From an optimization exercise on the open Yosys and OpenROAD flow, aimed at small area; shortcuts taken in it are not production practice.
The RTL was checked by simulation tests, not by an equivalence proof against the original design.
The clock port is modelled as an ideal driver; clocking choices that lean on that would not hold on a real chip.
Power figures rest on the tool's default switching activity, not on a simulated workload.

## bbtx_pt
module bbtx_pt (
    input  wire        clk,
    input  wire        rst,
    input  wire        cmd_valid,
    input  wire [15:0] cmd,
    input  wire        echo_pin,
    output wire        tx_out,
    output reg         trig_out,
    output wire        cmd_ready,
    output wire [15:0] STATUS,
    output reg  [31:0] DUR
);
Size: roughly 71 I/O pins, about 2400 sq um of cells after synthesis.
==> module bbtx_pt, before the edit <==
module bbtx_pt (
    input  wire        clk,
    input  wire        rst,
    input  wire        cmd_valid,
    input  wire [15:0] cmd,
    input  wire        echo_pin,
    output wire        tx_out,
    output reg         trig_out,
    output wire        cmd_ready,
    output wire [15:0] STATUS,
    output reg  [31:0] DUR
);
    localparam [8:0]  C_S0   = 9'd0;
    localparam [8:0]  C_TRIG = 9'd261;      
    localparam [8:0]  C_END  = 9'd143;      
    localparam [8:0]  C_RISE = 9'h1ff;      
    reg [9:0]  sr;         
    reg [8:0]  c;          
    reg [15:0] p;          
    reg [1:0]  pst;        
    reg        err;
    reg [1:0]  sync;
    wire is_nop  = (cmd == 16'h0000);
    wire is_txb  = (cmd[15:8] == 8'h10);
    wire is_trig = (cmd == 16'h2000);
    wire is_meas = (cmd == 16'h3000);
    wire is_ill  = !(is_nop || is_txb || is_trig || is_meas);
    wire echo_s  = sync[1];
    wire tx_act  = !(sr[9] && sr[0]);
    wire tx_stop = (sr[9:1] == 9'd0) && sr[0];
    wire c_end   = (c == C_END);
    wire pt_run  = (pst == 2'd1);
    wire fall    = !(c[3] && c[2] && c[1]);      
    wire busy    = tx_act || trig_out || pt_run;
    wire tx_last = tx_stop && c_end;
    wire txb_rdy = !busy || tx_last;
    wire ready = is_txb ? txb_rdy :
                 (is_trig || is_meas) ? !busy :
                 1'b1;
    assign cmd_ready = !rst && ready;
    wire go_txb  = cmd_valid && is_txb && txb_rdy;
    wire go_trig = cmd_valid && is_trig && !busy;
    wire go_meas = cmd_valid && is_meas && !busy;
    wire go_ill  = cmd_valid && is_ill;
    assign tx_out = sr[0];
    assign STATUS = {9'd0, txb_rdy, err, pst, trig_out, tx_act, busy};
    wire p_end = !(p[15] | p[12] | p[11] | p[10] | p[6]);      
    wire cont  = fall ? echo_s : !echo_s;                        
    wire rise_to_fall = pt_run && !fall && echo_s;
    wire tick  = fall ? (c[1] & c[0]) : 1'b1;
    wire jmode = pt_run && fall;                                 
    always @(posedge clk) begin
        if (!busy)                      c <= cmd[12] ? (cmd[13] ? C_RISE : C_S0) : C_TRIG;
        else if (c_end || rise_to_fall) c <= C_S0;
        else                            c <= {c[7:0], jmode ? ~c[1] : ~(c[8] ^ c[4])};
        if (go_meas)           p <= ~16'd1;
        else if (rise_to_fall) p <= ~16'd0;
        else                   p <= p - (pt_run && cont && tick);
        if (rst) begin
            sr       <= 10'h3ff;
            trig_out <= 1'b0;
            DUR      <= 32'd0;
            pst      <= 2'd0;
            err      <= 1'b0;
            sync[0]  <= 1'b0;
        end else begin
            if (go_txb)                sr <= {1'b1, cmd[7:0], 1'b0};
            else if (c_end && tx_stop) sr[9] <= 1'b1;
            else if (c_end && tx_act)  sr <= {1'b0, sr[9:1]};
            if (go_trig)    trig_out <= 1'b1;
            else if (c_end) trig_out <= 1'b0;
            if (go_meas) DUR[15:0] <= 16'd0;
            else if (pt_run && !cont && fall) DUR[15:0] <= ~p;
            if (go_meas) pst <= 2'd1;
            else if (pt_run) begin
                if (cont && p_end)      pst <= 2'd3;
                else if (!cont && fall) pst <= 2'd2;
            end
            if (go_ill) err <= 1'b1;
            sync[0] <= echo_pin;
        end
        sync[1] <= sync[0];
    end
endmodule
export LEC_CHECK = 0
export CAP_MARGIN = 20
export CORE_MARGIN = 2
export CORE_UTILIZATION = 40
export SLEW_MARGIN = 20
create_clock -name core_clock -period 8.0 [get_ports {clk}]
standard.sh (not shown) runs the stock make flow with config.mk's settings and CLKGATE_MAP_FILE= SYNTH_SCRIPT=/design/flow/synth_recipe.tcl, a recipe that flattens the netlist after the stock synthesis.
==> flow/flow/run.sh <==
#!/bin/bash
# The standard layout, with these changes:
#  1. the combinational logic of the standard synthesis is re-mapped by ABC
#     for area (sequential cells untouched, same cells and names), see
#     remap.tcl.  Several ABC scripts are tried (deepsyn with a range of
#     seeds, then amap or &nf) and the smallest netlist is kept;
#  2. port buffers use the smallest buffer, sky130_fd_sc_hd__buf_1;
#  3. the clock tree is built by hand (pre_cts.tcl): the flip-flops are split
#     into 4 groups by position, each driven by one clock buffer, the
#     smallest that keeps the clock-pin slew under 115 ps;
#  4. one tie cell drives all constant outputs (no tie fanout repair).
# Each tool's output goes to its own log file in this folder.
set -euo pipefail
export BUFFER_PORTS_ARGS="-buffer_cell sky130_fd_sc_hd__buf_1"
export CTS_ARGS="-sink_clustering_enable -repair_clock_nets -dont_use_dummy_load"
export SKIP_REPAIR_TIE_FANOUT=1
export PRE_CTS_TCL=$PWD/flow/pre_cts.tcl
export MY_CLK_GROUPS=4
export MY_CLK_BUFS="sky130_fd_sc_hd__clkbuf_2 sky130_fd_sc_hd__clkbuf_4 sky130_fd_sc_hd__clkbuf_8 sky130_fd_sc_hd__clkbuf_16"
export MY_CLK_SLEW=0.115
R=orfs/results/${FLOW_PLATFORM}/bbtx_pt/base
YOSYS=${YOSYS_EXE:-$FLOW_HOME/../tools/install/yosys/bin/yosys}
[[ -x $YOSYS ]] || YOSYS=yosys
LIB=$FLOW_HOME/platforms/sky130hd/lib/sky130_fd_sc_hd__tt_025C_1v80.lib
NJ=${NUM_CORES:-4}

bash standard.sh synth > log_1_synth.log 2>&1
cp $R/1_2_yosys.v $R/1_2_yosys_standard.v
nseq_std=$(grep -cE "sky130_fd_sc_hd__[a-z]*(df|dl)[a-z0-9_]* " $R/1_2_yosys_standard.v || true)

mkdir -p remap
names=()
for S in 0 1 2 3 5 7 9 11 13 17 21; do
  printf 'strash\ndc2\n&get -n\n&deepsyn -T 20 -S %s\n&put\ndch -f\namap\ntopo\n' $S > remap/am$S.script
  printf 'strash\ndc2\n&get -n\n&deepsyn -T 20 -S %s\n&dch -f\n&nf -R 1000\n&put\n' $S > remap/nf$S.script
  printf 'strash\ndc2\n&get -n\n&deepsyn -T 20 -S %s\n&dch -f\n&nf -p -C 32 -F 8 -A 8 -R 1000\n&put\n' $S > remap/np$S.script
  names+=(am$S nf$S np$S)
done
run_remap() {
  REMAP_LIB=$LIB REMAP_IN=$R/1_2_yosys_standard.v REMAP_OUT=remap/$1.v \
  REMAP_SCRIPT=remap/$1.script REMAP_DU="$(cat flow/dontuse.txt)" \
    timeout 600 $YOSYS -c flow/remap.tcl > log_2_remap_$1.log 2>&1 || true
}
i=0
for s in "${names[@]}"; do
  run_remap $s &
  i=$((i+1)); if (( i % NJ == 0 )); then wait; fi
done
wait

best=""; best_area=""
for s in "${names[@]}"; do
  [[ -s remap/$s.v && -s remap/$s.v.stat ]] || continue
  nseq=$(grep -cE "sky130_fd_sc_hd__[a-z]*(df|dl)[a-z0-9_]* " remap/$s.v || true)
  area=$(grep -m1 "Chip area for top module" remap/$s.v.stat | awk '{print $NF}')
  echo "remap $s: $area ($nseq sequential cells, standard $nseq_std)" >> log_2_remap_choice.log
  [[ $nseq == $nseq_std && -n $area ]] || continue
  if [[ -z $best ]] || awk -v a=$area -v b=$best_area 'BEGIN{exit !(a<b)}'; then best=$s; best_area=$area; fi
done
echo "chosen: ${best:-standard} ($best_area)" >> log_2_remap_choice.log
if [[ -n $best ]]; then
  cp remap/$best.v $R/1_2_yosys.v
  rm -f $R/1_synth.odb $R/1_synth.sdc
fi
bash standard.sh > log_3_layout.log 2>&1
Other scripts of this flow, unchanged in this note and not shown: flow/flow/dontuse.txt, flow/flow/pre_cts.tcl, flow/flow/remap.tcl
Rerun with:
--- a/flow/design.v
+++ b/flow/design.v
@@ -5,13 +5,13 @@
     input  wire [15:0] cmd,
     input  wire        echo_pin,
     output wire        tx_out,
     output reg         trig_out,
     output wire        cmd_ready,
     output wire [15:0] STATUS,
-    output reg  [31:0] DUR
+    output wire [31:0] DUR
 );
     localparam [8:0]  C_S0   = 9'd0;
     localparam [8:0]  C_TRIG = 9'd261;      
     localparam [8:0]  C_END  = 9'd143;      
     localparam [8:0]  C_RISE = 9'h1ff;      
     reg [9:0]  sr;         
@@ -41,12 +41,13 @@
     wire go_txb  = cmd_valid && is_txb && txb_rdy;
     wire go_trig = cmd_valid && is_trig && !busy;
     wire go_meas = cmd_valid && is_meas && !busy;
     wire go_ill  = cmd_valid && is_ill;
     assign tx_out = sr[0];
     assign STATUS = {9'd0, txb_rdy, err, pst, trig_out, tx_act, busy};
+    assign DUR    = {16'd0, ~p & {16{pst == 2'd2}}};
     wire p_end = !(p[15] | p[12] | p[11] | p[10] | p[6]);      
     wire cont  = fall ? echo_s : !echo_s;                        
     wire rise_to_fall = pt_run && !fall && echo_s;
     wire tick  = fall ? (c[1] & c[0]) : 1'b1;
     wire jmode = pt_run && fall;                                 
     always @(posedge clk) begin
@@ -56,24 +57,21 @@
         if (go_meas)           p <= ~16'd1;
         else if (rise_to_fall) p <= ~16'd0;
         else                   p <= p - (pt_run && cont && tick);
         if (rst) begin
             sr       <= 10'h3ff;
             trig_out <= 1'b0;
-            DUR      <= 32'd0;
             pst      <= 2'd0;
             err      <= 1'b0;
             sync[0]  <= 1'b0;
         end else begin
             if (go_txb)                sr <= {1'b1, cmd[7:0], 1'b0};
             else if (c_end && tx_stop) sr[9] <= 1'b1;
             else if (c_end && tx_act)  sr <= {1'b0, sr[9:1]};
             if (go_trig)    trig_out <= 1'b1;
             else if (c_end) trig_out <= 1'b0;
-            if (go_meas) DUR[15:0] <= 16'd0;
-            else if (pt_run && !cont && fall) DUR[15:0] <= ~p;
             if (go_meas) pst <= 2'd1;
             else if (pt_run) begin
                 if (cont && p_end)      pst <= 2'd3;
                 else if (!cont && fall) pst <= 2'd2;
             end
             if (go_ill) err <= 1'b1;
Result: Setup slack barely changes. Worst hold slack gets better by 0.035 ns. Die area went down by 21%. Area after synthesis is lower by 22%. Critical path depth stays the same. Register-to-register slack got worse by 0.39 ns. Wire length decreases by 16%. Sequential power falls by 27%. Combinational power came out lower by about 2%. Final area goes down by 19%. Maximum frequency is about the same. Cell count came out lower by 18%. Global-route usage is higher by 0.70 points.

## what the ideal ports hide
The flow's constraints put no driver on any port. The routed layouts listed below were extracted and timed again, unchanged, in two steps.
Step 1 (the two cells are an assumption about what drives the block):
set clk [get_ports {clk}]
set_driving_cell -lib_cell sky130_fd_sc_hd__clkbuf_16 $clk
set_driving_cell -lib_cell sky130_fd_sc_hd__buf_2 [delete_from_list [all_inputs] $clk]
Step 2 adds t to the input delays and takes it off the output delays; t is the mean of the earliest and latest rising clock arrival at the registers after step 1. Input paths then give back, and output paths get back, about the clock's delay inside the block.
Three values: no drivers, after step 1, after step 2; two values: the first two.
run | t, ns | slack for setup (ns) | hold WS [ns] | latest minus earliest clock arrival (ns) | pins driven straight from the clock port
the first run | 0.199 | 3.394 / 3.373 / 3.373 | 0.337 / 0.337 / 0.337 | 0.004 / 0.003 | 4
the second run | 0.198 | 3.393 / 3.374 / 3.374 | 0.372 / 0.372 / 0.372 | 0.028 / 0.028 | 4
After both steps every run listed still meets setup and hold. For the first run, which loses most, drivers alone change the setup slack by -0.021 ns; drivers and shift together by -0.021 ns.
